What follows belongs to an exercise in optimizing a design on an open flow for small area, a short achievable clock period and few clock cycles per item; a production flow would make more cautious choices. In this exercise RTL edits were held to simulation tests only and were not proved equivalent to the original. Power and IR drop assume default switching activity.

==> flow/design.v <==
module xarm_codec_a (
    input  wire        clk,
    input  wire        rst,
    input  wire        req_valid,
    output wire        req_ready,
    input  wire [7:0]  req_op,
    input  wire [7:0]  req_cmd,
    input  wire [7:0]  req_n,
    input  wire [7:0]  req_rxn,
    input  wire [15:0] req_dur,
    input  wire        in_valid,
    output wire        in_ready,
    input  wire [7:0]  in_data,
    output wire        out_valid,
    input  wire        out_ready,
    output wire [7:0]  out_data,
    output wire        out_last,
    output wire        resp_valid,
    input  wire        resp_ready,
    output wire [7:0]  resp_status,
    output wire [7:0]  resp_reason,
    output wire [15:0] resp_val
);
    localparam [7:0] SIG = 8'h55;
    localparam [2:0] C_ENC = 3'd0, C_SETPOS = 3'd1, C_GETPOS = 3'd2, C_STOP = 3'd3,
                     C_BATT = 3'd4, C_DEC = 3'd5, C_DECPOS = 3'd6, C_DECBATT = 3'd7;
    localparam [2:0] R_OK = 3'd0, R_NR = 3'd1, R_PM = 3'd2, R_BR1 = 3'd3,
                     R_BR2 = 3'd4, R_BR11 = 3'd5, R_BR12 = 3'd6, R_FF = 3'd7;
    localparam [2:0] M_IDLE = 3'd0, M_EWAIT = 3'd1, M_ERUN = 3'd2, M_DRAIN = 3'd3,
                     M_RESP = 3'd4, M_IDS = 3'd5, M_RX = 3'd6, M_DEC = 3'd7;
    localparam [1:0] O_IDLE = 2'd0, O_FRAME = 2'd1, O_POS = 2'd2, O_PASS = 2'd3;
    reg [2:0]  mst;
    reg [2:0]  opc;
    reg        opok;       
    reg [7:0]  cmd;        
    reg [7:0]  n;
    reg [7:0]  rxn;
    reg [6:0]  flen;       
    reg [7:0]  j;          
    reg [4:0]  k;          
    reg [1:0]  tp;         
    reg [1:0]  rpt;        
    reg        sig_ok, cmd_ok, ids_ok;
    reg        lbad;       
    reg [2:0]  pre;        
    reg        dec_win;    
    reg [4:0]  kr;         
    reg [1:0]  osm;
    reg [5:0]  fidx;       
    reg        pdone;      
    reg        os_cur;     
    reg        pos_todo;   
    reg        pass_todo;  
    reg        ov, ol;     
    reg [7:0]  od;
    reg        skv;        
    reg [7:0]  skd;
    reg        ir;         
    reg        rr;         
    reg        resp_v;
    reg        rv_hold;    
    reg        st7, st4, st2, st0;    
    reg [3:0]  rsn;        
    reg [7:0]  lbuf [0:18];
    reg [7:0]  hbuf [0:18];
    reg        q_ok;
    reg [2:0]  q_opc;
    reg [7:0]  q_cmd;
    reg [2:0]  q_pre;
    wire       q_n0   = (req_n == 8'd0);
    wire       q_n19  = (req_n > 8'd19);
    wire       q_n60  = (req_n > 8'd60);
    wire       q_n59  = (req_n > 8'd59);
    wire       q_rx64 = (req_rxn > 8'd64);
    wire       q_rx0  = (req_rxn == 8'd0);
    always @(*) begin
        q_ok  = 1'b1;
        q_opc = C_ENC;
        q_cmd = req_cmd;
        q_pre = R_OK;
        case (req_op)
            8'h01: begin
                if (q_n60) q_pre = R_BR1;
            end
            8'h02: begin
                q_opc = C_SETPOS;  q_cmd = 8'h03;
                if (q_n0 || q_n19) q_pre = R_BR2;
            end
            8'h03: begin
                q_opc = C_GETPOS;  q_cmd = 8'h15;
                if (q_n0 || q_n19) q_pre = R_BR2;
            end
            8'h04: begin
                q_opc = C_STOP;    q_cmd = 8'h14;
                if (q_n0 || q_n59) q_pre = R_BR2;
            end
            8'h05: begin
                q_opc = C_BATT;    q_cmd = 8'h0F;
            end
            8'h08: begin
                q_opc = C_DEC;
                if (q_rx64)     q_pre = R_BR11;
                else if (q_n60) q_pre = R_BR12;
                else if (q_rx0) q_pre = R_NR;
            end
            8'h09: begin
                q_opc = C_DECPOS;  q_cmd = 8'h15;
                if (q_rx64)             q_pre = R_BR11;
                else if (q_n0 || q_n19) q_pre = R_BR2;
                else if (q_rx0)         q_pre = R_NR;
            end
            8'h0A: begin
                q_opc = C_DECBATT; q_cmd = 8'h0F;
                if (q_rx64)     q_pre = R_BR11;
                else if (q_rx0) q_pre = R_NR;
            end
            default: begin
                q_ok  = 1'b0;
                q_pre = R_FF;
            end
        endcase
    end
    wire [7:0] q_n3 = req_n + req_n + req_n;
    reg  [6:0] q_len;
    always @(*) begin
        case (req_op)
            8'h02:        q_len = 7'd5 + q_n3[6:0];
            8'h03, 8'h04: q_len = 7'd3 + req_n[6:0];
            8'h05:        q_len = 7'd2;
            8'h08:        q_len = 7'd4 + req_n[6:0];
            8'h09:        q_len = 7'd5 + q_n3[6:0];
            8'h0A:        q_len = 7'd6;
            default:      q_len = 7'd2 + req_n[6:0];
        endcase
    end
    wire c_enc   = opok && (!opc[2] || opc == C_BATT);
    wire c_good  = (pre == R_OK);
    wire c_drain = opok && (pre == R_BR1 || pre == R_BR2 || pre == R_BR11 || pre == R_BR12);
    wire [7:0] c_dlen = (opc == C_DEC || opc == C_DECBATT) ? rxn : n;
    wire is_dec     = (opc == C_DEC);
    wire is_decpos  = (opc == C_DECPOS);
    wire is_decbatt = (opc == C_DECBATT);
    wire [7:0] j1      = j + 8'd1;
    wire       rx_last = (j1 == rxn);
    wire       pre_ok  = (pre == R_OK);
    wire       dec_ok  = pre_ok && !lbad && sig_ok && cmd_ok;
    wire k_lt_n   = (kr != 5'd0);
    wire trip     = is_decpos && (j >= 8'd5) && k_lt_n;
    wire k_last   = (kr == 5'd1);
    wire [2:0] hlen = (opc == C_SETPOS) ? 3'd7 :
                      (opc == C_GETPOS || opc == C_STOP) ? 3'd5 : 3'd4;
    wire [6:0] pend = flen + 7'd2;
    wire o_idle  = (osm == O_IDLE);
    wire o_frame = (osm == O_FRAME);
    wire o_pos   = (osm == O_POS);
    wire o_pass  = (osm == O_PASS);
    wire f_hdr = os_cur && (fidx < {3'b000, hlen});
    wire f_pay = os_cur && !f_hdr && ({1'b0, fidx} < pend);
    reg [7:0] hdr_byte;
    always @(*) begin
        case (fidx[2:0])
            3'd0, 3'd1: hdr_byte = SIG;
            3'd2:       hdr_byte = {1'b0, flen};
            3'd3:       hdr_byte = cmd;
            3'd4:       hdr_byte = n;
            3'd5:       hdr_byte = lbuf[17];
            default:    hdr_byte = lbuf[18];
        endcase
    end
    wire [5:0] fidx1 = fidx + 6'd1;
    wire [7:0] lrd  = lbuf[k];
    wire [7:0] hrd  = hbuf[k];
    wire [7:0] pos_byte = fidx[0] ? hrd : lrd;
    wire in_fire    = in_valid && ir;
    wire acc        = req_valid && rr;
    wire ofree      = !ov || out_ready;
    wire olast_fire = ov && out_ready && ol;
    wire m_rx       = (mst == M_RX);
    wire pass_fire  = in_fire && ((mst == M_ERUN) || (m_rx && dec_win));
    wire src_v      = skv || pass_fire;
    wire [7:0] src_d = skv ? skd : in_data;
    wire rx_fire = in_fire && m_rx;
    wire sig_nx  = sig_ok && !(rx_fire && (j < 8'd2) && (in_data != SIG));
    wire cmd_nx  = cmd_ok && !(rx_fire && (j == 8'd3) && (in_data != cmd));
    wire ids_nx  = ids_ok && !(rx_fire && trip && (tp == 2'd0) && (in_data != lrd));
    function [2:0] outcome(input s_ok, input c_ok);
        if (!pre_ok)                                                  outcome = pre;
        else if (lbad || !s_ok || !c_ok || (is_decpos && !ids_ok))    outcome = R_PM;
        else                                                          outcome = R_OK;
    endfunction
    wire os_free   = o_idle || (pdone && olast_fire);
    wire slot_free = !resp_v || resp_ready;
    wire can_post  = slot_free && !pos_todo && !pass_todo &&
                     (o_idle || (pdone && olast_fire && !o_frame));
    wire pos_trig  = rx_fire && trip && (tp == 2'd2) && k_last && dec_ok && ids_ok;
    wire pass_trig = rx_fire && is_dec && (j == 8'd3) && pre_ok && !lbad &&
                     sig_ok && cmd_nx && (n != 8'd0);
    wire dec_enc     = (mst == M_DEC) && c_enc && c_good;
    wire frame_start = ((mst == M_EWAIT) || dec_enc) && os_free;
    wire pos_start   = (pos_todo || pos_trig) && os_free;
    wire pass_start  = (pass_todo || pass_trig) && os_free;
    wire frame_post  = o_frame && pdone && olast_fire;
    wire enc_done  = (mst == M_ERUN) && (({1'b0, fidx} >= pend) || pdone);
    wire rx_end    = rx_fire && rx_last;
    wire post_main = ((mst == M_RESP) || (rx_end && !pos_trig)) && can_post;
    reg [2:0] mst_n;
    reg [7:0] j_n;
    reg       dec_win_n;
    always @(*) begin
        mst_n     = mst;
        j_n       = j;
        dec_win_n = dec_win;
        case (mst)
            M_IDLE: if (req_valid) mst_n = M_DEC;
            M_DEC: begin
                j_n       = c_drain ? c_dlen : 8'd0;
                dec_win_n = 1'b0;
                if (!opok)                mst_n = M_RESP;
                else if (c_drain)         mst_n = M_DRAIN;
                else if (c_enc)           mst_n = os_free ? M_ERUN : M_EWAIT;
                else if (opc == C_DECPOS) mst_n = M_IDS;
                else if (pre == R_NR)     mst_n = M_RESP;
                else                      mst_n = M_RX;
            end
            M_EWAIT: if (os_free) mst_n = M_ERUN;
            M_ERUN:  if (enc_done) mst_n = M_IDLE;
            M_DRAIN: begin
                if (j == 8'd0) begin
                    if (rpt == 2'd0) mst_n = M_RESP;
                    j_n = is_decpos ? rxn : n;
                end else if (in_fire) begin
                    j_n = j - 8'd1;
                end
            end
            M_IDS: if (in_fire && k_last) mst_n = (pre == R_NR) ? M_RESP : M_RX;
            M_RX: if (in_fire) begin
                j_n       = j1;
                dec_win_n = is_dec && pre_ok && !lbad && sig_nx && cmd_nx &&
                            (j1 >= 8'd4) && (j1 < n + 8'd4);
                if (rx_last) mst_n = post_main ? M_IDLE : M_RESP;
            end
            M_RESP: if (post_main) mst_n = M_IDLE;
        endcase
    end
    reg [1:0] osm_n;
    reg [5:0] fidx_n;
    reg       pdone_n, os_cur_n;
    reg       ov_n, ol_n;
    reg [7:0] od_n;
    reg       skv_n;
    reg       ld;                       
    reg [7:0] ld_d;
    reg       ld_l;
    always @(*) begin
        osm_n    = osm;
        fidx_n   = fidx;
        pdone_n  = pdone;
        os_cur_n = os_cur && !enc_done;
        ld       = 1'b0;
        ld_d     = 8'h00;
        ld_l     = 1'b0;
        skv_n    = skv;
        if (frame_start) begin
            osm_n    = O_FRAME;
            os_cur_n = 1'b1;
            pdone_n  = 1'b0;
            fidx_n   = 6'd1;
            ld       = 1'b1;
            ld_d     = SIG;
        end else if (pos_start) begin
            osm_n    = O_POS;
            pdone_n  = 1'b0;
            fidx_n   = 6'd1;
            ld       = 1'b1;
            ld_d     = lbuf[0];
        end else if (pass_start) begin
            osm_n    = O_PASS;
            pdone_n  = 1'b0;
            fidx_n   = 6'd0;
        end else if (pdone && olast_fire) begin
            osm_n    = O_IDLE;
        end else if (ofree && !pdone) begin
            case (osm)
                O_FRAME: begin
                    ld_l = (fidx == 6'd63);
                    if (f_hdr) begin
                        ld   = 1'b1;
                        ld_d = hdr_byte;
                    end else if (f_pay) begin
                        ld   = src_v;
                        ld_d = src_d;
                    end else begin
                        ld   = 1'b1;
                    end
                end
                O_POS: begin
                    ld   = 1'b1;
                    ld_d = pos_byte;
                    ld_l = (fidx1 == {n[4:0], 1'b0});
                end
                O_PASS: begin
                    ld   = src_v;
                    ld_d = src_d;
                    ld_l = ({2'b00, fidx1} == n);
                end
                default: ;
            endcase
            if (ld) begin
                fidx_n  = fidx + 6'd1;
                pdone_n = ld_l;
                if (skv) skv_n = 1'b0;
            end
        end
        if (pass_fire && !ofree)
            skv_n = 1'b1;
        ov_n = ld ? 1'b1 : (out_ready ? 1'b0 : ov);
        od_n = ld ? ld_d : od;
        ol_n = ld ? ld_l : ol;
    end
    wire [2:0] c = frame_post ? R_OK : m_rx ? outcome(sig_nx, cmd_nx) : outcome(sig_ok, cmd_ok);
    wire resp_v_n   = frame_post || post_main || (resp_v && !resp_ready);
    wire rv_hold_n  = post_main ? is_decbatt : frame_post ? 1'b0 : rv_hold;
    wire       guard    = !(resp_v && rv_hold);
    wire       pay_cur  = (fidx >= {3'b000, hlen}) && ({1'b0, fidx} < pend);
    wire       pay_nxt  = (fidx1 >= {3'b000, hlen}) && ({1'b0, fidx1} < pend) && (fidx != 6'd63);
    wire       erun_keep = (mst == M_ERUN) && !enc_done;
    wire       ld_frame = ofree && (f_hdr || !f_pay || src_v);
    wire       ir_erun  = erun_keep && (ld_frame ? pay_nxt : (pay_cur && !skv && !pass_fire));
    wire [7:0] reload   = is_decpos ? rxn : n;
    wire       ir_drain = (mst == M_DRAIN) &&
                          ((j == 8'd0) ? ((rpt != 2'd0) && (reload != 8'd0)) : (!in_fire || (j != 8'd1)));
    wire       ir_dec   = (mst == M_DEC) && guard && opok && !c_drain && !c_enc &&
                          ((opc == C_DECPOS) || (pre != R_NR));
    wire       ir_ids   = (mst == M_IDS) && guard && (!(in_fire && k_last) || (pre != R_NR));
    wire       dw_a     = is_dec && pre_ok && !lbad && sig_ok && cmd_ok &&
                          (j1 >= 8'd4) && (j1 < n + 8'd4);
    wire       dwin_n   = in_fire ? (dw_a && !((j == 8'd3) && (in_data != cmd))) : dec_win;
    wire       pass_n   = pass_start || (o_pass && !(pdone && olast_fire));
    wire       ir_rx    = m_rx && guard && !(in_fire && rx_last) && (!dwin_n || (pass_n && !skv_n));
    wire       ir_n     = ir_erun || ir_drain || ir_dec || ir_ids || ir_rx;
    always @(posedge clk) begin
        if (rst) begin
            mst       <= M_IDLE;
            osm       <= O_IDLE;
            pdone     <= 1'b0;
            os_cur    <= 1'b0;
            pos_todo  <= 1'b0;
            pass_todo <= 1'b0;
            ov        <= 1'b0;
            skv       <= 1'b0;
            ir        <= 1'b0;
            rr        <= 1'b1;
            resp_v    <= 1'b0;
        end else begin
            mst       <= mst_n;
            osm       <= osm_n;
            pdone     <= pdone_n;
            os_cur    <= os_cur_n;
            ov        <= ov_n;
            skv       <= skv_n;
            ir        <= ir_n;
            rr        <= (mst_n == M_IDLE);
            resp_v    <= resp_v_n;
            pos_todo  <= pos_start ? 1'b0 : (pos_trig  ? 1'b1 : pos_todo);
            pass_todo <= pass_start ? 1'b0 : (pass_trig ? 1'b1 : pass_todo);
        end
    end
    always @(posedge clk) begin
        j       <= j_n;
        dec_win <= dec_win_n;
        fidx    <= fidx_n;
        od      <= od_n;
        ol      <= ol_n;
        rv_hold <= rv_hold_n;
        if (pass_fire && !ofree)
            skd <= in_data;
        if (frame_post || post_main) begin
            st7 <= (c == R_FF);
            st4 <= (c == R_FF) || (c == R_BR1) || (c == R_BR2) || (c == R_BR11) || (c == R_BR12);
            st2 <= (c == R_FF) || (c == R_PM);
            st0 <= (c == R_FF) || (c == R_NR);
            rsn <= (c == R_BR1)  ? 4'd1 :
                   (c == R_BR2)  ? 4'd2 :
                   (c == R_BR11) ? 4'd11 :
                   (c == R_BR12) ? 4'd12 : 4'd0;
        end
        if (acc) begin
            opc      <= q_opc;
            opok     <= q_ok;
            cmd      <= q_cmd;
            n        <= req_n;
            rxn      <= req_rxn;
            pre      <= q_pre;
            flen     <= q_len;
            lbuf[17] <= req_dur[7:0];
            lbuf[18] <= req_dur[15:8];
        end
        if (mst == M_DEC) begin
            lbad     <= (rxn < {1'b0, flen});
            k        <= 5'd0;
            kr       <= n[4:0];
            tp       <= 2'd0;
            sig_ok   <= 1'b1;
            cmd_ok   <= 1'b1;
            ids_ok   <= 1'b1;
            rpt      <= (opc == C_SETPOS) ? 2'd2 : (opc == C_DECPOS) ? 2'd1 : 2'd0;
        end
        if (mst == M_DRAIN && j == 8'd0)
            rpt <= rpt - 2'd1;
        if (mst == M_IDS && in_fire) begin
            lbuf[k] <= in_data;
            k       <= k_last ? 5'd0 : k + 5'd1;
            kr      <= k_last ? n[4:0] : kr - 5'd1;
        end
        if (rx_fire) begin
            sig_ok <= sig_nx;
            cmd_ok <= cmd_nx;
            ids_ok <= ids_nx;
            if (is_decbatt && j == 8'd4) hbuf[0] <= in_data;
            if (is_decbatt && j == 8'd5) hbuf[1] <= in_data;
            if (trip) begin
                case (tp)
                    2'd0: tp <= 2'd1;
                    2'd1: begin
                        lbuf[k] <= in_data;
                        tp <= 2'd2;
                    end
                    default: begin
                        hbuf[k] <= in_data;
                        tp  <= 2'd0;
                        k   <= k + 5'd1;
                        kr  <= kr - 5'd1;
                    end
                endcase
            end
        end
        if (pos_start)
            k <= 5'd0;
        else if (o_pos && ld && fidx[0])
            k <= k + 5'd1;
    end
    assign req_ready   = rr;
    assign in_ready    = ir;
    assign out_valid   = ov;
    assign out_data    = od;
    assign out_last    = ol;
    assign resp_valid  = resp_v;
    assign resp_status = {st7, st7, st7, st4, st7, st2, st0, st0};
    assign resp_reason = {4'h0, rsn};
    assign resp_val    = {hbuf[1], hbuf[0]};
endmodule
==> flow/flow/run.sh <==
#!/bin/bash
# The standard layout, with plain buf_2 cells as the port buffers instead of
# the delay cells buffer_ports picks on its own.
set -euo pipefail
export BUFFER_PORTS_ARGS="-buffer_cell sky130_fd_sc_hd__buf_2"
bash standard.sh > standard_flow.log 2>&1
==> flow/standard.sh <==
#!/bin/bash
# synth_recipe.tcl (not shown) runs the flow's synth.tcl, then flattens the netlist and writes it again
# the make line also repeats each setting of config.mk as NAME=value (left out here)
make -C /OpenROAD-flow-scripts/flow DESIGN_CONFIG=/design/flow/config.mk WORK_HOME=/design/flow/orfs CLKGATE_MAP_FILE= SYNTH_SCRIPT=/design/flow/synth_recipe.tcl "${@:-finish}"
==> flow/config.mk <==
export PLATFORM = sky130hd
export DESIGN_NAME = xarm_codec_a
export DESIGN_NICKNAME = xarm_codec_a
export VERILOG_FILES = /design/flow/design.v
export SDC_FILE = /design/flow/constraint.sdc
export NUM_CORES = 4
export LEC_CHECK = 0
export CAP_MARGIN = 20
export CORE_MARGIN = 2
export CORE_UTILIZATION = 40
export SETUP_SLACK_MARGIN = 3.9
export SLEW_MARGIN = 20
==> flow/constraint.sdc <==
create_clock -name core_clock -period 6.5 [get_ports {clk}]
set_input_delay 1.3000 -clock core_clock [delete_from_list [all_inputs] [get_ports {clk}]]
set_output_delay 1.3000 -clock core_clock [all_outputs]
set_load 0.01 [all_outputs]
==> results of run 1 <==
==> Yosys cell counts, types with 20 or more instances <==
cell        n  area, sq um
a21oi_1    72        360.4
clkbuf_1   54        202.7
dfxtp_1    32        640.6
edfxtp_1  391        11740
ha_1       67        838.3
inv_1      56        210.2
mux2i_1    61        610.6
mux4_2     59         1329
nand2_1   120        450.4
nand2b_1   24        150.1
nand3_1    52        260.3
nor2_1    118        442.9
nor3_1     20        100.1
o211ai_1   20        150.1
o21ai_0    45        225.2
o22ai_1    30        187.7
xnor2_1    44        385.4
xor2_1     21        183.9
==> power by group <==
part           switching (mW)  leakage (nW)  total (mW)  internal, mW
registers               0.219          3.81        3.36          3.14
clock network            1.10         0.740        2.69          1.59
logic                    1.11          4.91        2.02         0.903
==> routing by layer <==
metal / vias to the layer above / track usage
met5: - / 0
li1: 6966 / -
met2: 590 / 0.3555
met1: 7859 / 0.3379
met4: 0 / 0.05773
met3: 92 / 0.03532
==> cells by family after synthesis <==
| family | after synthesis |
|---|---|
| adders and majority gates | 68 |
| buffers and inverters | 157 |
| DFF | 423 |
| other | 1 |
| muxes | 144 |
| and+or+nand+nor | 470 |
| AOI/OAI and AO/OA | 342 |
| xor gates and xnor gates | 69 |
==> worst paths after layout <==
check	end	slack (ns)	depth (start not counted)
max	k[3]$_SDFF_PP0_	3.74	10
min reg2reg	tp[0]$_DFF_P_	0.53	2
max reg2reg	k[3]$_SDFF_PP0_	3.74	10
min	tp[0]$_DFF_P_	0.53	2
==> critical path: stages (launching register included) <==
cell      delay, ns
edfxtp_1       0.47
or3b_4         0.46
ha_4           0.28
nor2b_4        0.15
o21ai_4        0.08
a21boi_4       0.31
a21oi_4        0.11
o21ai_4        0.19
buf_12         0.16
a21oi_4        0.07
a221o_1        0.36
==> what timing repair did <==
action,CTS,global route
buffers inserted,115,39
resized for setup,158,124
hold endpoints to repair,0,0
pin swaps,83,79
gates cloned,3,2
setup endpoints to repair,401,312
==> cell type report <==
type	count	area, sq um	area share
timing repair buffer	277	2341	0.08403
antenna	1	2.502	0.00008982
tap	696	870.8	0.03126
clock buffer	54	1181	0.04239
multi-input combinational	1101	10470	0.3758
inverter	57	225.2	0.008084
sequential	423	12410	0.4454
clock inverter	27	361.6	0.01298
==> flip-flops by register name (all words and copies together) (netlist names), 6 cells and up <==
signal,count
lbuf,152
j,8
cmd,8
rxn,8
skd,8
od,8
n,8
flen,7
hbuf,160
fidx,6
==> metrics by stage <==
stage	power (mW)	utilization	cells	instance area [sq um]
final	8.065	0.5187	2636	27860
after global routing	8.367	0.5187	2636	27860
after global placement	4.877	0.4375	2395	23500
after detailed placement	4.894	0.4375	2395	23500
after CTS	7.852	0.4987	2594	26790
after floorplan	4.391	-	1677	22500
==> flow_summary.toml, run 1 <==
[routing]
routedWlPerCell_microns = 24.86
wirelength_microns = 65530
drt.antenna.violating_nets = 0
drc_errors = 0
viasPerCell = 5.883
drtIter0Drc = 1608
dr.max_layer_used = "met4"
route.met3.wl_microns = 4579
met1_length_microns = 29530
route.met2.wl_microns = 29820
dr_total_vias = 15510
drtPass1Iterations = 7

[cts]
root_buffer = "clkbuf_16"
path_clk_slew_ns = 0.06
clk_latency_ns = 0.60
tritoncts = "done"
cts_buffer_depth = 3
cts.sink_count = 423
cts_buffers = 44
htreeDepth = 2
postCtsHoldBufs = 0

[synth]
ys_seq_area_frac = 0.5716
synth.distinct_cells = 97
synthFlopType = "edfxtp_1"
synth_edf_count = 391
synth_compound_area_frac = 0.1095
synth_xor_area_frac = 0.03050
synth_area_per_cell_sq_um = 12.94
async_flop_share = 0
synth-adder-area-share = 0.03962
synth_top_family_by_area = "simple AND/OR/NAND/NOR gates"
syn_area_sq_um = 21660
yosys.area_share.simple = 0.1115
netlist_instances = 1674
synth_seq_cells = 423
yosys_warnings = 1
yosys-mux-area-fraction = 0.1048

[sta]
drv_slew = 0
hold_viol = 0
slew-limit-headroom = 0.4221
fin_crit_ns = 2.762
whs_ns = 0.5290
fin_ws_ns = 3.738
rsz0062_at_grt = "true"
max_slew.worst_pin.slew_ns = 0.8637
finClkSkew_ns = 0.02702
fmax_mhz = 362.1
period_share = 0.4249
setup_tns_ns = 0
setup_viol = 0

[worst_setup_path]
critPathKind = "reg -> reg"
worstPathMaxFanout = 7
cp_data_arrival_time_ns = 3.25
crit_start = "opc[1]$_DFFE_PP_"
r2r_start = "opc[1]$_DFFE_PP_"
crit_path_end_kind = "register"
start_kind = "register"
cp_data_required_time_ns = 6.99

[place]
place_congestion = 0.9091
dpl_worst_slack_ns = 2.467
dp_hpwl_microns = 43750
portBuffers = 102

[run_status]
status = "no timing/DRC/antenna violations"

[cells_and_area]
num-nets-final = 2034
fillers = 4417
syn2layout_area_growth_pct = 28.61
drive_gt1_frac = 0.3512
mostFrequentLayoutCells = "edfxtp_1, buf_4, nand2_1"
layout_commonest_cell = "edfxtp_1"

[global_route]
grt_pass1_vias = 15060
antenna_found_initial = 1
grt_pass1_wl_microns = 96880
gr-total-overflow = 0
track_usage = 0.2293
grt_max_degree = 45

[floorplanning]
dieArea_sq_um = 56030
row_count = 85
core_area_sq_um = 53710
die_w_microns = 236.7
start_util = 0.4033
fp.dieH_microns = 236.7
pin_count = 107

[flow_run]
maxCapViolCount = 0

[worst_hold_path]
holdCritStartpoint = "tp[0]$_DFF_P_"
min_path_type = "reg -> reg"

[pwr]
p_leak_nw = 9.463
irDropWorstVdd_v = 0.0002410
power.density_nw_per_um2 = 289.5
Testbench counts, summed over its fixed seeds: cycles 160,886, items 3,200.
==> run 2: changes to the inputs <==
--- a/flow/config.mk
+++ b/flow/config.mk
@@ -8,5 +8,5 @@
 export CAP_MARGIN = 20
 export CORE_MARGIN = 2
 export CORE_UTILIZATION = 40
-export SETUP_SLACK_MARGIN = 3.9
+export SETUP_SLACK_MARGIN = 3.6
 export SLEW_MARGIN = 20
==> run 2 against run 1 <==
Net effect: still clean; synthesized cell count unchanged; clock skew up 0.0051 ns; worst hold slack worse by 0.0050 ns; utilization down 3.8 points; critical path depth down 5; sequential cell count unchanged; setup slack worse by 0.22 ns; largest power group unchanged; highest routed layer unchanged.
==> flow_summary.toml, run 2 <==
[cells_and_area]
mostFrequentLayoutCells = "edfxtp_1, nand2_1, buf_2"
largest_register = "hbuf"
drive_gt1_frac = 0.2651
reg.largest.list = "hbuf x160, lbuf x152"
fillers = 4612
layout_commonest_cell = "edfxtp_1"
utilization = 0.4805
antennaDiodeCount = 0
num-nets-final = 1949
largest_register_ff_count = 160
syn2layout_area_growth_pct = 19.12

[synth]
yosysTopAreaCellShare = 0.5420
syn_area_sq_um = 21660
ys_seq_area_frac = 0.5716
synth_seq_cells = 423
synth_most_common_cell = "edfxtp_1"
yosys_warnings = 1
synth_edf_count = 391
synth_top_area_cell = "edfxtp_1"
netlist_instances = 1674
synthFlopType = "edfxtp_1"
synth.distinct_cells = 97
synth_area_leaders = "edfxtp_1, mux4_2, ha_1"
yosys-top-cells-count = "edfxtp_1, nand2_1, nor2_1"
async_flop_share = 0
synth_area_per_cell_sq_um = 12.94

[cts]
cts_buffer_depth = 3
clk_latency_ns = 0.61
postCtsHoldBufs = 0
path_clk_slew_ns = 0.06
htreeDepth = 2
cts.sink_count = 423
root_buffer = "clkbuf_16"
tritoncts = "done"
cts_buffers = 46

[routing]
met1_length_microns = 29010
route.met2.wl_microns = 30410
drtPass1Iterations = 5
drc_errors = 0
viasPerCell = 6.011
route.met3.wl_microns = 5188
drt.antenna.violating_nets = 0
dr.max_layer_used = "met4"
dr_total_vias = 15340
wirelength_microns = 66040
drtIter0Drc = 1731
routedWlPerCell_microns = 25.88

[sta]
period_share = 0.4592
slew-limit-headroom = 0.3150
hold_viol = 0
max_slew.worst_pin.slew_ns = 1.019
setup_tns_ns = 0
fmax_mhz = 335.0
fin_ws_ns = 3.515
finClkSkew_ns = 0.03209
rsz0062_at_grt = "true"
setup_viol = 0
fin_crit_ns = 2.985
drv_slew = 0

[worst_setup_path]
worstPathMaxFanout = 14
r2r_cells = 5
critPathKind = "reg -> reg"
r2r-end = "hbuf[15][5]$_DFFE_PP_"
cp_data_required_time_ns = 6.74
critical_path_buf_inv_count = 0
crit_start = "mst[1]$_SDFF_PP0_"
cp_data_arrival_time_ns = 3.23
path_cells = "nand3b_1, nor4_2, and2_4, nand2_1, nor2_2"
critPathTopFamily = "simple AND/OR/NAND/NOR gates"
critPathSlowestCell = "dfxtp_1"
slowest_delay_ns = 0.62
crit_path_end_kind = "register"
r2r_slack_ns = 3.52
r2r_start = "mst[1]$_SDFF_PP0_"
start_kind = "register"

[global_route]
track_usage = 0.2310
grt_max_degree = 45
grt_pass1_vias = 14660
grt_pass1_wl_microns = 96730
gr-total-overflow = 0
antenna_found_initial = 1

[place]
dp_hpwl_microns = 44600
dpl_worst_slack_ns = 2.859
portBuffers = 102
place_congestion = 0.8892

[floorplanning]
pin_count = 107
start_util = 0.4033
die_w_microns = 236.7
row_count = 85
fp.dieH_microns = 236.7
dieArea_sq_um = 56030
core_area_sq_um = 53710

[pwr]
power.density_nw_per_um2 = 292.5
irDropWorstVdd_v = 0.0001876
p_leak_nw = 8.709

[flow_run]
maxCapViolCount = 0

[worst_hold_path]
worstHoldPathCells = 2
min_to = "tp[0]$_DFF_P_"
holdCritStartpoint = "tp[0]$_DFF_P_"
min_path_type = "reg -> reg"

[run_status]
status = "no timing/DRC/antenna violations"
run 2: changes by cell type in the layout (fill, tap and decap cells not counted), moves of 7 or more:
cell	change
buf_4	-56
buf_6	-16
nor2_4	-14
nand2_8	-12
nor2_1	+12
buf_8	-11
nand3_1	+9
buf_12	-8
buf_2	+7
nand3_2	-7
o22ai_1	+7
run 2: cells by family after synthesis:
family / Yosys count / share of synthesized area
AND/OR/NAND/NOR: 470 / 0.1115
flip-flops: 423 / 0.5716
AO/OA/AOI/OAI: 342 / 0.1095
buffers and inverters: 157 / 0.03235
multiplexers: 144 / 0.1048
XOR/XNOR: 69 / 0.03050
adder cells (fa/ha/maj): 68 / 0.03962
other: 1 / 0.0001731
run 2: worst register-to-register path: stages (launching register included):
cell      delay, ns
dfxtp_1        0.62
nand3b_1       0.30
nor4_2         0.42
and2_4         0.35
nand2_1        0.41
nor2_2         0.56
run 2: per-layer routing:
| layer | track usage | vias up |
|---|---|---|
| met5 | 0 | - |
| met4 | 0.05754 | 0 |
| met1 | 0.3381 | 7739 |
| li1 | - | 6770 |
| met2 | 0.3641 | 735 |
| met3 | 0.03183 | 97 |
run 2: worst max-delay path by stage:
stage                             to  slack [ns]  cells after the start
2_1_floorplan      flen[3]$_DFFE_PP_        3.49                      7
3_3_place_gp           ir$_SDFF_PP0_        2.86                     10
3_5_place_dp     osm[0]$_SDFFE_PP0P_        2.86                      8
4_1_cts                ir$_SDFF_PP0_        3.48                     10
5_1_grt        hbuf[15][7]$_DFFE_PP_        3.41                      7
6_report       hbuf[15][5]$_DFFE_PP_        3.52                      5
run 2: layout make-up:
cell class | instances | area (sq um) | area share
Timing Repair Buffer | 193 | 1470 | 0.05697
Inverter | 57 | 225.2 | 0.008728
Clock buffer | 57 | 1245 | 0.04824
Clock inverter | 28 | 225.2 | 0.008728
Sequential cell | 423 | 12400 | 0.4805
Tap cell | 696 | 870.8 | 0.03375
Multi-Input combinational cell | 1098 | 9370 | 0.3631
run 2: stage by stage:
step / hold slack [ns] / instances / instance area (sq um) / power [mW]
after floorplan: 0.4577 / 1677 / 22050 / 4.331
after global placement: 0.4858 / 2392 / 23070 / 4.817
after detailed placement: 0.4997 / 2392 / 23070 / 4.830
after CTS: 0.5198 / 2502 / 24970 / 7.438
after global routing: 0.5508 / 2552 / 25800 / 7.836
final: 0.5240 / 2552 / 25800 / 7.547
run 2: where the power goes:
part	internal [mW]	switching, mW
registers	3.14	0.249
logic	0.697	0.935
clock network	1.42	1.11
total	5.25	2.30
run 2: timing repair:
action | 4_1_cts | 5_1_grt
resized for setup | 49 | 66
pin swaps | 12 | 33
setup endpoints to repair | 386 | 371
buffers inserted | 24 | 49
cloned | 1 | 1
==> run 3: changes to the inputs <==
--- a/flow/config.mk
+++ b/flow/config.mk
@@ -8,5 +8,6 @@
 export CAP_MARGIN = 20
 export CORE_MARGIN = 2
 export CORE_UTILIZATION = 40
-export SETUP_SLACK_MARGIN = 3.6
+export CTS_BUF_LIST = sky130_fd_sc_hd__clkbuf_4 sky130_fd_sc_hd__clkbuf_8
+export SETUP_SLACK_MARGIN = 4.2
 export SLEW_MARGIN = 20
==> run 3 against run 2 <==
Net effect: still clean; sequential power about the same; via count grew 7.3%; sequential share of layout area is 6.0 points lower; die area did not move; first-iteration DRC count shrank 3.9%; largest power group unchanged.
==> flow_summary.toml, run 3 <==
[synth]
ys_seq_area_frac = 0.5716
synth_top_area_cell = "edfxtp_1"
synth_seq_cells = 423
synth_area_per_cell_sq_um = 12.94
yosys_warnings = 1
yosysTopAreaCellShare = 0.5420
syn_area_sq_um = 21660
yosys-top-cells-count = "edfxtp_1, nand2_1, nor2_1"
synth_edf_count = 391
synth_area_leaders = "edfxtp_1, mux4_2, ha_1"
synthFlopType = "edfxtp_1"
netlist_instances = 1674
async_flop_share = 0
synth_most_common_cell = "edfxtp_1"
synth.distinct_cells = 97

[cells_and_area]
num-nets-final = 2165
largest_register = "hbuf"
layout_commonest_cell = "edfxtp_1"
fillers = 4296
stdcell_count = 2789
mostFrequentLayoutCells = "edfxtp_1, buf_4, nand2_1"
stdcell_area_sq_um = 29560
syn2layout_area_growth_pct = 36.47
drive_gt1_frac = 0.4269
reg.largest.list = "hbuf x160, lbuf x152"
largest_register_ff_count = 160

[cts]
cts_buffer_depth = 3
cts_buffers = 75
postCtsHoldBufs = 0
path_clk_slew_ns = 0.06
cts.sink_count = 423
clk_latency_ns = 0.67
htreeDepth = 3
root_buffer = "clkbuf_8"
tritoncts = "done"

[worst_setup_path]
critical_path_buf_inv_count = 1
cp_data_arrival_time_ns = 3.29
start_kind = "register"
path_cells = "nand3_2, xnor2_2, ha_1, a21o_1, a21o_1, o211ai_1, nor4b_4, buf_4, o2111a_1, a211oi_4, o22ai_1"
worstPathMaxFanout = 5
cp_data_required_time_ns = 7.07
crit_top_cell = "a21o_1"
slowest_delay_ns = 0.46
critPathKind = "reg -> reg"
critPathSlowestCell = "edfxtp_1"
critPathTopFamily = "compound AO/OA/AOI/OAI gates"
crit_path_end_kind = "register"

[place]
portBuffers = 102
dp.cells = 2391
postPlaceCellArea_sq_um = 23680
place_congestion = 0.8842
dpl_worst_slack_ns = 2.902
dp_hpwl_microns = 43830

[global_route]
grt_max_degree = 41
grt_pass1_vias = 15940
gr-total-overflow = 0
track_usage = 0.2420
grt_pass1_wl_microns = 102000
antenna_found_initial = 3

[routing]
drtPass1Iterations = 6
drc_errors = 0
dr_total_vias = 16460
drt.antenna.violating_nets = 0
drtIter0Drc = 1664
viasPerCell = 5.903
routedWlPerCell_microns = 25.16
wirelength_microns = 70160

[pwr]
power.density_nw_per_um2 = 272.7
irDropWorstVdd_v = 0.0001389
p_leak_nw = 10.32
power.total_mw = 8.062

[sta]
max_slew.worst_pin.slew_ns = 0.8662
rsz0062_at_grt = "true"
period_share = 0.4188
fin_crit_ns = 2.722
drv_slew = 0
slew-limit-headroom = 0.4211
fin_ws_ns = 3.778
setup_tns_ns = 0
fmax_mhz = 367.3
hold_viol = 0
finClkSkew_ns = 0.04253
setup_viol = 0

[floorplanning]
dieArea_sq_um = 56030
start_util = 0.4033
core_area_sq_um = 53710
fp.dieH_microns = 236.7
row_count = 85
pin_count = 107
die_w_microns = 236.7

[flow_run]
maxCapViolCount = 0

[worst_hold_path]
min_path_type = "reg -> reg"

[run_status]
status = "no timing/DRC/antenna violations"
run 3: cell counts after synthesis:
No cell type changed its count.
run 3: per-layer routing:
layer / wire, microns / part of all wire / global-route usage / vias up
met5: 21 / 0.00030 / 0 / -
met1: 30300 / 0.43 / 0.3491 / 8272
met4: 1823 / 0.026 / 0.06444 / 4
li1: - / - / - / 7233
met3: 6315 / 0.090 / 0.04908 / 136
met2: 31700 / 0.45 / 0.3730 / 818
run 3: tightest hold or removal path, delay by kind of cell (launching register included):
| family | cells | cell delay (ns) |
|---|---|---|
| buffers and inverters | 1 | 0.08 |
| AOI/OAI and AO/OA | 1 | 0.06 |
| DFF | 1 | 0.34 |
run 3: layout make-up:
cell class	instances	area (sq um)	share of cell area
inverters	57	235.2	0.007957
diodes	1	2.502	0.00008465
well taps	696	870.8	0.02946
clock inverters	31	280.3	0.009481
multi-input cells	1099	10760	0.3639
repair buffers	379	3725	0.1260
flip-flops and latches	423	12430	0.4204
clock buffers	103	1261	0.04266
run 3: kinds of logic (layout without fill, tap and decap cells):
| family | Yosys count | in the layout | synth area share |
|---|---|---|---|
| flops | 423 | 423 | 0.5716 |
| other cells | 1 | 5 | 0.0001731 |
| mux | 144 | 144 | 0.1048 |
| xor+xnor | 69 | 69 | 0.03050 |
| compound gates | 342 | 342 | 0.1095 |
| buf+inv | 157 | 570 | 0.03235 |
| fa+ha+maj | 68 | 68 | 0.03962 |
| simple gates | 470 | 472 | 0.1115 |
run 3: repair_timing:
item,4_1_cts,5_1_grt
resized for setup,210,160
pin swaps,107,124
buffers inserted,176,77
cloned,5,5
endpoints found under the setup margin,461,452
run 3: final timing paths:
path	from	end	slack [ns]	cells after the start
setup / recovery	flen[2]$_DFFE_PP_	ir$_SDFF_PP0_	3.78	11
hold / removal	kr[0]$_DFF_P_	kr[0]$_DFF_P_	0.52	2
setup reg to reg	flen[2]$_DFFE_PP_	ir$_SDFF_PP0_	3.78	11
hold reg to reg	kr[0]$_DFF_P_	kr[0]$_DFF_P_	0.52	2
run 3: report_power, final:
group	leakage (nW)	internal [mW]	switching, mW
registers	3.82	3.15	0.214
clock network	0.809	1.43	1.16
logic	5.69	0.950	1.17
run 3: metrics by stage:
stage,utilization,hold slack (ns)
floorplan,-,0.4667
global route,0.5504,0.5585
finish,0.5504,0.5199
detailed placement,0.4410,0.5104
global placement,0.4410,0.4940
CTS,0.5217,0.5199
==> run 4: changes to the inputs <==
--- a/flow/config.mk
+++ b/flow/config.mk
@@ -11,3 +11,4 @@
 export CTS_BUF_LIST = sky130_fd_sc_hd__clkbuf_4 sky130_fd_sc_hd__clkbuf_8
 export SETUP_SLACK_MARGIN = 4.2
 export SLEW_MARGIN = 20
+export TNS_END_PERCENT = 5
==> run 4 against run 3 <==
Net effect: cell area is 12% lower; still clean; clock power is 6% lower; via count is 5.5% lower; maximum frequency is 4.1% lower; sequential share of layout area is 5.4 points higher; first-iteration DRC count is 1.1% lower; sequential power hardly changed; register-to-register slack worse by 0.12 ns; largest power group unchanged; synthesized area stayed put; power is 6.8% lower.
==> flow_summary.toml, run 4 <==
[flow_run]
maxCapViolCount = 0

[worst_setup_path]
cp_data_required_time_ns = 6.97
start_kind = "input port"
critPathKind = "in -> reg"
cp_data_arrival_time_ns = 3.31
worstPathMaxFanout = 9
crit_path_end_kind = "register"

[synth]
synth_most_common_cell = "edfxtp_1"
synthFlopType = "edfxtp_1"
synth_edf_count = 391
synth.distinct_cells = 97
synth_top_area_cell = "edfxtp_1"
synth_top_family_by_area = "simple AND/OR/NAND/NOR gates"
synth_area_leaders = "edfxtp_1, mux4_2, ha_1"
synth_seq_cells = 423
synth-adder-area-share = 0.03962
netlist_instances = 1674
yosys_warnings = 1
yosys-top-cells-count = "edfxtp_1, nand2_1, nor2_1"
async_flop_share = 0
ys_seq_area_frac = 0.5716
yosysTopAreaCellShare = 0.5420
synth_area_per_cell_sq_um = 12.94
yosys-mux-area-fraction = 0.1048
synth_xor_area_frac = 0.03050
yosys.area_share.simple = 0.1115
synth_compound_area_frac = 0.1095
syn_area_sq_um = 21660

[cts]
postCtsHoldBufs = 0
root_buffer = "clkbuf_8"
cts.sink_count = 423
cts_buffers = 72
cts_buffer_depth = 3
clk_latency_ns = 0.68
tritoncts = "done"
path_clk_slew_ns = 0.06
htreeDepth = 3

[floorplanning]
start_util = 0.4033
pin_count = 107
core_area_sq_um = 53710
dieArea_sq_um = 56030
fp.dieH_microns = 236.7
row_count = 85
die_w_microns = 236.7

[cells_and_area]
reg.largest.list = "hbuf x160, lbuf x152"
layout_commonest_cell = "edfxtp_1"
fillers = 4676
largest_register = "hbuf"
largest_register_ff_count = 160
num-nets-final = 1997
stdcell_area_sq_um = 26130
mostFrequentLayoutCells = "edfxtp_1, nand2_1, buf_2"
syn2layout_area_growth_pct = 20.61
drive_gt1_frac = 0.3016

[global_route]
gr-total-overflow = 0
antenna_found_initial = 3
grt_pass1_wl_microns = 97630
grt_max_degree = 45
track_usage = 0.2348
grt_pass1_vias = 15100

[sta]
slew-limit-headroom = 0.4166
fin_ws_ns = 3.662
fmax_mhz = 352.4
fin_crit_ns = 2.838
setup_tns_ns = 0
hold_viol = 0
drv_slew = 0
max_slew.worst_pin.slew_ns = 0.8719
period_share = 0.4366
setup_viol = 0
rsz0062_at_grt = "true"
finClkSkew_ns = 0.03976

[place]
postPlaceCellArea_sq_um = 23040
place_congestion = 0.9112
dpl_worst_slack_ns = 2.619
portBuffers = 102
dp_hpwl_microns = 44770

[routing]
routedWlPerCell_microns = 25.67
drc_errors = 0
dr_total_vias = 15560
drtIter0Drc = 1645
drtPass1Iterations = 5
viasPerCell = 5.943
wirelength_microns = 67220
drt.antenna.violating_nets = 0

[pwr]
irDropWorstVdd_v = 0.0002365
power.density_nw_per_um2 = 287.5
p_leak_nw = 8.968

[worst_hold_path]
min_path_type = "reg -> reg"

[run_status]
status = "no timing/DRC/antenna violations"
==> run 4: stage by stage <==
| step | util | hold WS [ns] | instances | total power [mW] |
|---|---|---|---|---|
| floorplan | - | 0.4577 | 1677 | 4.336 |
| CTS | 0.4752 | 0.5109 | 2585 | 7.423 |
| finish | 0.4865 | 0.5176 | 2618 | 7.512 |
| global route | 0.4864 | 0.5312 | 2617 | 7.818 |
| global placement | 0.4290 | 0.4894 | 2394 | 4.815 |
| detailed placement | 0.4290 | 0.4895 | 2394 | 4.831 |
==> run 4: metal layers <==
metal,track usage,part of all wire,vias to the layer above
met2,0.3651,0.46,782
met4,0.07365,0.027,2
li1,-,-,6892
met1,0.3298,0.43,7758
met3,0.05013,0.087,125
met5,0,0.00019,-
==> run 4: path summary, 6_finish.rpt <==
path,startpoint,endpoint,slack [ns],cells past startpoint
max,req_op[5],flen[1]$_DFFE_PP_,3.66,8
min,os_cur$_SDFF_PP0_,os_cur$_SDFF_PP0_,0.52,2
max reg2reg,flen[1]$_DFFE_PP_,k[4]$_SDFF_PP0_,3.66,12
min reg2reg,os_cur$_SDFF_PP0_,os_cur$_SDFF_PP0_,0.52,2
==> run 4: worst max-delay path: stages <==
cell and delay (ns):
buf_2 0.10, or4_4 0.61, nor2_4 0.24, and2_1 0.37, a21oi_1 0.12, o221ai_1 0.28
nor2_1 0.07, a21oi_1 0.21
==> run 4: report_power, final <==
group          internal [mW]  switching (mW)  total, mW  leakage [nW]
registers               3.14           0.228       3.37          3.81
clock network           1.30            1.13       2.43         0.749
logic                  0.741           0.971       1.71          4.41
==> run 4: cell families (layout without fill, tap and decap cells) <==
logic type | Yosys count | after routing
AO/OA/AOI/OAI | 342 | 342
XOR/XNOR | 69 | 69
adder cells (fa/ha/maj) | 68 | 68
buffers and inverters | 157 | 399
flip-flops | 423 | 423
multiplexers | 144 | 144
other | 1 | 6
AND/OR/NAND/NOR | 470 | 471
==> run 4: cell type report <==
| cell class | instances | area (sq um) | share of cell area |
|---|---|---|---|
| flip-flops and latches | 423 | 12410 | 0.4749 |
| repair buffers | 215 | 1693 | 0.06479 |
| clock inverters | 35 | 289.0 | 0.01106 |
| well taps | 696 | 870.8 | 0.03333 |
| inverters | 57 | 225.2 | 0.008620 |
| clock buffers | 92 | 1154 | 0.04415 |
| diodes | 2 | 5.005 | 0.0001916 |
| multi-input cells | 1098 | 9483 | 0.3629 |
==> run 4: what timing repair did <==
action / CTS / global route
pin swaps: 27 / 20
setup endpoints to repair: 460 / 470
gates resized for setup: 115 / 61
setup buffers: 63 / 26
gates cloned: 1 / 5
==> run 5: changes to the inputs <==
--- a/flow/config.mk
+++ b/flow/config.mk
@@ -9,6 +9,5 @@
 export CORE_MARGIN = 2
 export CORE_UTILIZATION = 40
 export CTS_BUF_LIST = sky130_fd_sc_hd__clkbuf_4 sky130_fd_sc_hd__clkbuf_8
-export SETUP_SLACK_MARGIN = 4.2
+export SETUP_SLACK_MARGIN = 3.9
 export SLEW_MARGIN = 20
-export TNS_END_PERCENT = 5
==> run 5 against run 4 <==
Net effect: via count barely moved; cell area grew 4.2%; still clean on timing, DRC and antenna; routed wire length down 3.2%; global-route usage fell by 0.50 points; clock skew is 0.0085 ns lower; register-to-register slack improved by 0.07 ns; sequential cell count unchanged; power about the same; first-iteration DRC count down 5.3%; critical endpoint is now od[3]$_SDFFCE_PP0P_; largest cell class unchanged; sequential power barely moved; combinational power rose by 12%.
==> flow_summary.toml, run 5 <==
[routing]
drtPass1Iterations = 6
drt.antenna.violating_nets = 0
drtIter0Drc = 1558
viasPerCell = 5.837
drc_errors = 0
dr_total_vias = 15560
wirelength_microns = 65070
routedWlPerCell_microns = 24.42

[synth]
synth_compound_area_frac = 0.1095
yosysTopAreaCellShare = 0.5420
synth.distinct_cells = 97
yosys-mux-area-fraction = 0.1048
synth_most_common_cell = "edfxtp_1"
yosys.area_share.simple = 0.1115
netlist_instances = 1674
ys_seq_area_frac = 0.5716
synth_area_leaders = "edfxtp_1, mux4_2, ha_1"
synth_xor_area_frac = 0.03050
synth_top_area_cell = "edfxtp_1"
syn_area_sq_um = 21660
synth-adder-area-share = 0.03962
async_flop_share = 0
yosys-top-cells-count = "edfxtp_1, nand2_1, nor2_1"
synth_top_family_by_area = "simple AND/OR/NAND/NOR gates"
synthFlopType = "edfxtp_1"
yosys_warnings = 1
synth_seq_cells = 423
synth_area_per_cell_sq_um = 12.94
synth_edf_count = 391

[worst_hold_path]
holdCritStartpoint = "tp[0]$_DFF_P_"
worstHoldPathCells = 2
min_to = "tp[0]$_DFF_P_"
min_path_type = "reg -> reg"

[run_status]
status = "no timing/DRC/antenna violations"

[cells_and_area]
reg.largest.list = "hbuf x160, lbuf x152"
fillers = 4516
num-nets-final = 2049
stdcell_area_sq_um = 27230
regArea_sq_um = 12410
mostFrequentLayoutCells = "edfxtp_1, buf_4, nand2_1"
largest_register = "hbuf"
layout_commonest_cell = "edfxtp_1"
largest_register_ff_count = 160
multi_input_area_sq_um = 10260
syn2layout_area_growth_pct = 25.70
drive_gt1_frac = 0.3552
stdcell_count = 2665
utilization = 0.5070

[global_route]
gr-total-overflow = 0
grt_max_degree = 45
grt_pass1_wl_microns = 96490
antenna_found_initial = 1
grt_pass1_vias = 15300
track_usage = 0.2297

[place]
dp_hpwl_microns = 43750
dp.cells = 2395
postPlaceCellArea_sq_um = 23500
dpl_worst_slack_ns = 2.467
portBuffers = 102
place_congestion = 0.9091

[sta]
drv_slew = 0
setup_viol = 0
finClkSkew_ns = 0.03127
slew-limit-headroom = 0.4039
rsz0062_at_grt = "true"
whs_ns = 0.5223
fmax_mhz = 361.3
fin_crit_ns = 2.768
fin_ws_ns = 3.732
hold_viol = 0
max_slew.worst_pin.slew_ns = 0.8941
setup_tns_ns = 0
period_share = 0.4258

[worst_setup_path]
crit_path_end_kind = "register"
r2r-end = "od[3]$_SDFFCE_PP0P_"
critPathKind = "reg -> reg"
critPathSlowestCell = "edfxtp_1"
path_cells = "buf_4, buf_4, o21ai_0, and2_1, a21oi_1, nor2_4, nor2_4, a221oi_4, o21ai_1"
slowest_delay_ns = 0.46
cp_data_arrival_time_ns = 3.12
cp_data_required_time_ns = 6.85
worstPathMaxFanout = 7
r2r_slack_ns = 3.73
r2r_start = "opc[1]$_DFFE_PP_"
r2r_cells = 9
start_kind = "register"

[floorplanning]
start_util = 0.4033
dieArea_sq_um = 56030
die_w_microns = 236.7
fp.dieH_microns = 236.7
row_count = 85
pin_count = 107
core_area_sq_um = 53710

[pwr]
switchingPower_mw = 2.376
power.share.clock = 0.299
power.total_mw = 7.516
irDropWorstVdd_v = 0.0001438
power.density_nw_per_um2 = 276.0
p_leak_nw = 9.266
combPwrFrac = 0.254
seq_power_share = 0.447
p_int_mw = 5.140
p_sw_frac = 0.3161

[cts]
tritoncts = "done"
cts_buffers = 70
cts_buffer_depth = 3
path_clk_slew_ns = 0.06
clk_latency_ns = 0.65
postCtsHoldBufs = 0
cts.sink_count = 423
htreeDepth = 3
root_buffer = "clkbuf_8"

[flow_run]
maxCapViolCount = 0
run 5: worst max path at each step:
stage,depth (start not counted),end,startpoint
after global routing,14,k[0]$_SDFF_PP0_,flen[1]$_DFFE_PP_
after CTS,13,k[4]$_SDFF_PP0_,flen[2]$_DFFE_PP_
final,9,od[3]$_SDFFCE_PP0P_,opc[1]$_DFFE_PP_
after floorplan,7,flen[3]$_DFFE_PP_,req_op[5]
after detailed placement,8,lbuf[18][2]$_DFFE_PP_,in_valid
after global placement,8,lbuf[18][0]$_DFFE_PP_,in_valid
run 5: routing by layer:
layer  wire length (microns)  GRT usage
met5                       0          0
met4                    1593    0.07748
met3                    5222    0.04896
met2                   29440     0.3503
met1                   28810     0.3266
run 5: power by group through the flow:
stage	combinational, mW	sequential, mW	clock [mW]
after detailed placement	1.44	3.45	0
after floorplan	1.11	3.28	0
after global routing	2.06	3.38	2.41
after global placement	1.43	3.45	0
after CTS	1.74	3.35	2.29
final	1.91	3.36	2.24
run 5: critical path, delay by kind of cell, from the launching register on:
family / cells / cell delay (ns)
AO/OA/AOI/OAI: 4 / 0.92
buffers and inverters: 2 / 0.34
AND/OR/NAND/NOR: 3 / 0.75
flip-flops: 1 / 0.46
run 5: cell type report:
cell class	instances	area share
repair buffers	266	0.07876
clock buffers	87	0.04053
inverters	57	0.008455
diodes	1	0.00009190
flip-flops and latches	423	0.4558
multi-input cells	1101	0.3766
clock inverters	34	0.007720
well taps	696	0.03198
run 5: kinds of logic after synthesis:
family	after synthesis
and+or+nand+nor	470
DFF	423
AOI/OAI and AO/OA	342
buffers and inverters	157
muxes	144
xor gates and xnor gates	69
adders and majority gates	68
other	1
run 5: what timing repair did:
action | 4_1_cts | 5_1_grt
setup endpoints to repair | 403 | 323
setup buffers | 96 | 48
pin swaps | 59 | 83
cloned | 3 | 1
gates resized for setup | 124 | 109
==> run 6: changes to the inputs <==
--- a/flow/config.mk
+++ b/flow/config.mk
@@ -11,3 +11,4 @@
 export CTS_BUF_LIST = sky130_fd_sc_hd__clkbuf_4 sky130_fd_sc_hd__clkbuf_8
 export SETUP_SLACK_MARGIN = 3.9
 export SLEW_MARGIN = 20
+export TNS_END_PERCENT = 0
==> run 6 against run 5 <==
Net effect: sequential share of layout area is 1.9 points higher; global-route usage rose by 0.25 points; highest routed layer unchanged; via count fell by 0.36%; sequential power is essentially flat; setup slack got worse by 0.044 ns.
==> flow_summary.toml, run 6 <==
[cells_and_area]
layout_commonest_cell = "edfxtp_1"
mostFrequentLayoutCells = "edfxtp_1, nand2_1, buf_2"
syn2layout_area_growth_pct = 20.64
num-nets-final = 1996
drive_gt1_frac = 0.3046
fillers = 4676
largest_register_ff_count = 160
largest_register = "hbuf"
reg.largest.list = "hbuf x160, lbuf x152"

[synth]
synth_area_per_cell_sq_um = 12.94
yosys-top-cells-count = "edfxtp_1, nand2_1, nor2_1"
netlist_instances = 1674
synth.distinct_cells = 97
synth_seq_cells = 423
ys_seq_area_frac = 0.5716
synthFlopType = "edfxtp_1"
synth_edf_count = 391
yosysTopAreaCellShare = 0.5420
yosys_warnings = 1
synth_area_leaders = "edfxtp_1, mux4_2, ha_1"
synth_top_area_cell = "edfxtp_1"
async_flop_share = 0
syn_area_sq_um = 21660
synth_most_common_cell = "edfxtp_1"

[sta]
finClkSkew_ns = 0.02995
fin_ws_ns = 3.688
slew-limit-headroom = 0.4076
setup_tns_ns = 0
setup_viol = 0
fin_crit_ns = 2.812
max_slew.worst_pin.slew_ns = 0.8864
period_share = 0.4326
hold_viol = 0
fmax_mhz = 355.6
drv_slew = 0
rsz0062_at_grt = "true"

[worst_setup_path]
crit_path_end_kind = "register"
r2r_cells = 8
r2r_start = "j[6]$_DFFE_PP_"
r2r_slack_ns = 3.70
cp_data_arrival_time_ns = 3.20
critPathKind = "in -> reg"
cp_data_required_time_ns = 6.88
r2r-end = "lbuf[17][5]$_DFFE_PP_"
worstPathMaxFanout = 8
start_kind = "input port"

[global_route]
grt_pass1_wl_microns = 96430
grt_max_degree = 45
grt_pass1_vias = 14850
antenna_found_initial = 1
track_usage = 0.2323
gr-total-overflow = 0

[cts]
clk_latency_ns = 0.67
root_buffer = "clkbuf_8"
path_clk_slew_ns = 0.06
cts_buffers = 70
htreeDepth = 3
tritoncts = "done"
cts.sink_count = 423
cts_buffer_depth = 3

[place]
dpl_worst_slack_ns = 2.560
dp_hpwl_microns = 44940
portBuffers = 102
place_congestion = 0.8889

[floorplanning]
pin_count = 107
dieArea_sq_um = 56030
core_area_sq_um = 53710
fp.dieH_microns = 236.7
start_util = 0.4033
row_count = 85
die_w_microns = 236.7

[pwr]
power.density_nw_per_um2 = 287.3
p_leak_nw = 8.919
irDropWorstVdd_v = 0.0002101

[routing]
dr_total_vias = 15500
drtPass1Iterations = 5
viasPerCell = 5.934
drtIter0Drc = 1829
wirelength_microns = 65930
routedWlPerCell_microns = 25.24
drt.antenna.violating_nets = 0
drc_errors = 0

[worst_hold_path]
holdCritStartpoint = "tp[0]$_DFF_P_"
min_to = "tp[0]$_DFF_P_"
worstHoldPathCells = 1
min_path_type = "reg -> reg"

[flow_run]
maxCapViolCount = 0

[run_status]
status = "no timing/DRC/antenna violations"
run 6: cell type report:
cell class / count / area (sq um) / area share
multi-input combinational: 1099 / 9618 / 0.3680
tap: 696 / 870.8 / 0.03332
inverter: 57 / 225.2 / 0.008618
sequential: 423 / 12400 / 0.4746
clock inverter: 27 / 270.3 / 0.01034
timing repair buffer: 215 / 1585 / 0.06066
clock buffer: 93 / 1155 / 0.04419
antenna: 2 / 5.005 / 0.0001915
run 6: per-layer routing:
layer,up-vias,part of all wire,track usage
met2,744,0.45,0.3512
met3,155,0.080,0.04581
met4,0,0.035,0.09264
met1,7720,0.43,0.3294
li1,6881,-,-
met5,-,0,0
run 6: kinds of logic after synthesis:
family | share of synthesized area
and+or+nand+nor | 0.1115
DFF | 0.5716
AOI/OAI and AO/OA | 0.1095
buffers and inverters | 0.03235
muxes | 0.1048
xor gates and xnor gates | 0.03050
adders and majority gates | 0.03962
other | 0.0001731
run 6: through the flow:
step / hold slack, ns / instances / power (mW) / util / cell area [sq um]
6_report: 0.5224 / 2612 / 7.509 / 0.4866 / 26130
5_1_grt: 0.5741 / 2611 / 7.833 / 0.4865 / 26130
4_1_cts: 0.5303 / 2548 / 7.380 / 0.4697 / 25230
3_5_place_dp: 0.5002 / 2393 / 4.804 / 0.4269 / 22930
3_3_place_gp: 0.4949 / 2393 / 4.786 / 0.4269 / 22930
2_1_floorplan: 0.4577 / 1677 / 4.323 / - / 21890
run 6: what timing repair did:
| action | in CTS | in global routing |
|---|---|---|
| gates resized for setup | 108 | 69 |
| pin swaps | 22 | 37 |
| hold buffers | 0 | 0 |
| buffers inserted | 33 | 62 |
| setup endpoints to repair | 409 | 412 |
| cloned | 2 | 0 |
run 6: worst max path at each step:
| stage | from | to | slack (ns) | depth (start not counted) |
|---|---|---|---|---|
| finish | req_n[2] | flen[5]$_DFFE_PP_ | 3.69 | 10 |
| global route | j[0]$_DFFE_PP_ | ir$_SDFF_PP0_ | 3.61 | 12 |
| CTS | flen[2]$_DFFE_PP_ | ir$_SDFF_PP0_ | 3.62 | 11 |
| detailed placement | fidx[0]$_SDFFE_PP1P_ | od[5]$_SDFFCE_PP0P_ | 2.56 | 8 |
| global placement | fidx[0]$_SDFFE_PP1P_ | od[3]$_SDFFCE_PP0P_ | 2.68 | 8 |
| floorplan | req_op[5] | flen[3]$_DFFE_PP_ | 3.50 | 7 |
run 6: power by group:
part | internal [mW] | switching (mW)
Sequential | 3.14 | 0.223
Clock | 1.33 | 1.10
Combinational | 0.738 | 0.978
Total | 5.21 | 2.30
run 6: worst max-delay path, stage by stage:
cell and delay [ns]:
clkbuf_4 0.20, clkinvlp_4 0.18, ha_1 0.39, ha_4 0.27, a21o_1 0.15, a21oi_1 0.17
xnor2_1 0.11, a22o_1 0.18, a31oi_1 0.13, nand2_1 0.12
==> run 7: changes to the inputs <==
--- a/flow/config.mk
+++ b/flow/config.mk
@@ -11,4 +11,4 @@
 export CTS_BUF_LIST = sky130_fd_sc_hd__clkbuf_4 sky130_fd_sc_hd__clkbuf_8
 export SETUP_SLACK_MARGIN = 3.9
 export SLEW_MARGIN = 20
-export TNS_END_PERCENT = 0
+export TNS_END_PERCENT = 2
==> run 7 against run 6 <==
Net effect: register-to-register slack worse by 0.05 ns; largest power group unchanged; critical path type is now reg -> reg; utilization is 0.86 points lower; count of clock-buffer cells in the layout is 4 higher; power is 0.81% higher; critical path depth is 1 lower; die area stayed put; critical endpoint is now lbuf[17][2]$_DFFE_PP_.
==> flow_summary.toml, run 7 <==
[sta]
fmax_mhz = 350.8
fin_crit_ns = 2.851
slew-limit-headroom = 0.4134
rsz0062_at_grt = "true"
setup_viol = 0
fin_ws_ns = 3.649
max_slew.worst_pin.slew_ns = 0.8799
hold_viol = 0
period_share = 0.4386
drv_slew = 0
setup_tns_ns = 0
finClkSkew_ns = 0.05000

[synth]
ys_seq_area_frac = 0.5716
yosys_warnings = 1
netlist_instances = 1674
synth_area_leaders = "edfxtp_1, mux4_2, ha_1"
synthFlopType = "edfxtp_1"
yosysTopAreaCellShare = 0.5420
synth_area_per_cell_sq_um = 12.94
synth_top_area_cell = "edfxtp_1"
synth_edf_count = 391
syn_area_sq_um = 21660
synth_seq_cells = 423
async_flop_share = 0
synth_most_common_cell = "edfxtp_1"
yosys-top-cells-count = "edfxtp_1, nand2_1, nor2_1"
synth.distinct_cells = 97

[pwr]
p_leak_nw = 8.733
power.share.clock = 0.342
combPwrFrac = 0.210
p_int_mw = 5.261
irDropWorstVdd_v = 0.0001769
switchingPower_mw = 2.308
power.density_nw_per_um2 = 294.9
seq_power_share = 0.448
p_sw_frac = 0.3049

[floorplanning]
core_area_sq_um = 53710
fp.dieH_microns = 236.7
pin_count = 107
die_w_microns = 236.7
start_util = 0.4033
dieArea_sq_um = 56030
row_count = 85

[global_route]
grt_util_met2 = 0.3632
grt_pass1_wl_microns = 96860
grt_use_met3 = 0.04022
grt_pass1_vias = 14940
gr-total-overflow = 0
grt_max_degree = 45
antenna_found_initial = 3
use_met1 = 0.3279
track_usage = 0.2314
busiest_layer = "met2"

[cells_and_area]
reg.largest.list = "hbuf x160, lbuf x152"
stdcell_count = 2590
drive_gt1_frac = 0.2856
num-nets-final = 1965
largest_register_ff_count = 160
syn2layout_area_growth_pct = 18.51
layout_commonest_cell = "edfxtp_1"
largest_register = "hbuf"
fillers = 4724
mostFrequentLayoutCells = "edfxtp_1, nand2_1, buf_2"

[place]
dpl_worst_slack_ns = 2.656
portBuffers = 102
place_congestion = 0.8849
dp.cells = 2395
dp_hpwl_microns = 45160

[cts]
cts_buffer_depth = 3
root_buffer = "clkbuf_8"
clk_latency_ns = 0.68
cts_buffers = 72
cts.sink_count = 423
htreeDepth = 3
path_clk_slew_ns = 0.06
postCtsHoldBufs = 0
tritoncts = "done"

[routing]
wirelength_microns = 65720
dr_total_vias = 15320
drtIter0Drc = 1779
drc_errors = 0
drt.antenna.violating_nets = 0
routedWlPerCell_microns = 25.38
drtPass1Iterations = 7
viasPerCell = 5.913

[run_status]
status = "no timing/DRC/antenna violations"

[worst_hold_path]
min_path_type = "reg -> reg"

[worst_setup_path]
crit_path_end_kind = "register"
cp_data_required_time_ns = 6.88
critPathKind = "reg -> reg"
start_kind = "register"
cp_data_arrival_time_ns = 3.24
worstPathMaxFanout = 7

[flow_run]
maxCapViolCount = 0
run 7: cell counts after synthesis:
No cell type changed its count.
run 7: power by group through the flow:
stage	clock network, mW	logic [mW]	registers (mW)
floorplan	0	1.05	3.28
global placement	0	1.34	3.47
detailed placement	0	1.36	3.47
CTS	2.63	1.45	3.40
global route	2.75	1.73	3.41
finish	2.59	1.59	3.39
run 7: area by class of cell:
class | count | area [sq um] | area share
clock inverter | 33 | 345.3 | 0.01345
multi-input combinational | 1099 | 9379 | 0.3654
inverter | 57 | 225.2 | 0.008773
antenna | 3 | 7.507 | 0.0002924
timing repair buffer | 182 | 1247 | 0.04859
tap | 696 | 870.8 | 0.03392
clock buffer | 97 | 1191 | 0.04640
sequential | 423 | 12400 | 0.4832
run 7: cell families (layout without fill, tap and decap cells):
| group | count (synthesis) | in the layout | synth area share |
|---|---|---|---|
| simple gates | 470 | 472 | 0.1115 |
| other cells | 1 | 7 | 0.0001731 |
| xor+xnor | 69 | 69 | 0.03050 |
| fa+ha+maj | 68 | 68 | 0.03962 |
| compound gates | 342 | 342 | 0.1095 |
| flops | 423 | 423 | 0.5716 |
| mux | 144 | 144 | 0.1048 |
| buf+inv | 157 | 369 | 0.03235 |
run 7: routing by layer:
layer	vias up	share of wire
met1	7719	0.44
met3	99	0.072
li1	6831	-
met5	-	0
met4	0	0.027
met2	666	0.46
run 7: critical path, stage by stage (launching register included):
cell and delay (ns):
edfxtp_1 0.50, buf_4 0.20, ha_1 0.23, nand2b_1 0.17, a211o_4 0.38, nand3_2 0.14
nor3b_2 0.07, or2_4 0.34, nand4_2 0.22, mux2_4 0.32
run 7: through the flow:
step	hold slack (ns)	power, mW	util	cell area, sq um
3_3_place_gp	0.4904	4.815	0.4280	22990
4_1_cts	0.5231	7.487	0.4680	25140
5_1_grt	0.5490	7.888	0.4779	25670
3_5_place_dp	0.4956	4.831	0.4280	22990
2_1_floorplan	0.4577	4.330	-	21950
6_report	0.5321	7.570	0.4780	25670
run 7: path summary, 6_finish.rpt:
path / end / depth (start not counted) / from / slack [ns]
setup / recovery: lbuf[17][2]$_DFFE_PP_ / 9 / j[0]$_DFFE_PP_ / 3.65
setup reg to reg: lbuf[17][2]$_DFFE_PP_ / 9 / j[0]$_DFFE_PP_ / 3.65
hold reg to reg: os_cur$_SDFF_PP0_ / 2 / os_cur$_SDFF_PP0_ / 0.53
hold / removal: os_cur$_SDFF_PP0_ / 2 / os_cur$_SDFF_PP0_ / 0.53
run 7: repair_timing:
item,CTS,global route
pin swaps,9,12
gates resized for setup,74,60
cloned,0,3
setup buffers,33,26
setup endpoints to repair,413,416

-- re-timing with driven ports --
No port has a modelled driver above. Below, the same layouts with a new extraction and two added sets of constraints. Step 1, drivers: a clkbuf_16 drives clk and a buf_2 each remaining input, both assumed. Step 2 times the ports against the registers' clock, not the clock port: input delays grow and output delays shrink by t, the midpoint of the rising clock arrivals with the driver on. a / b / c = ideal ports / drivers / drivers and shift; a / b = the first two.
run | t (ns) | slack for setup (ns) | worst data-port slew with drivers (ns)
run 1 | 0.643 | 3.738 / 3.738 / 3.244 | 0.08
run 2 | 0.645 | 3.515 / 3.515 / 2.959 | 0.08
run 3 | 0.698 | 3.778 / 3.778 / 3.169 | 0.06
run 4 | 0.720 | 3.662 / 3.663 / 2.974 | 0.07
run 5 | 0.690 | 3.732 / 3.732 / 3.218 | 0.07
run 6 | 0.716 | 3.688 / 3.699 / 3.010 | 0.06
run 7 | 0.710 | 3.649 / 3.649 / 3.025 | 0.07
After both steps setup and hold are still met in every run listed. For run 4, which loses most, drivers alone change the setup slack by +0.001 ns; drivers and shift together by -0.688 ns.
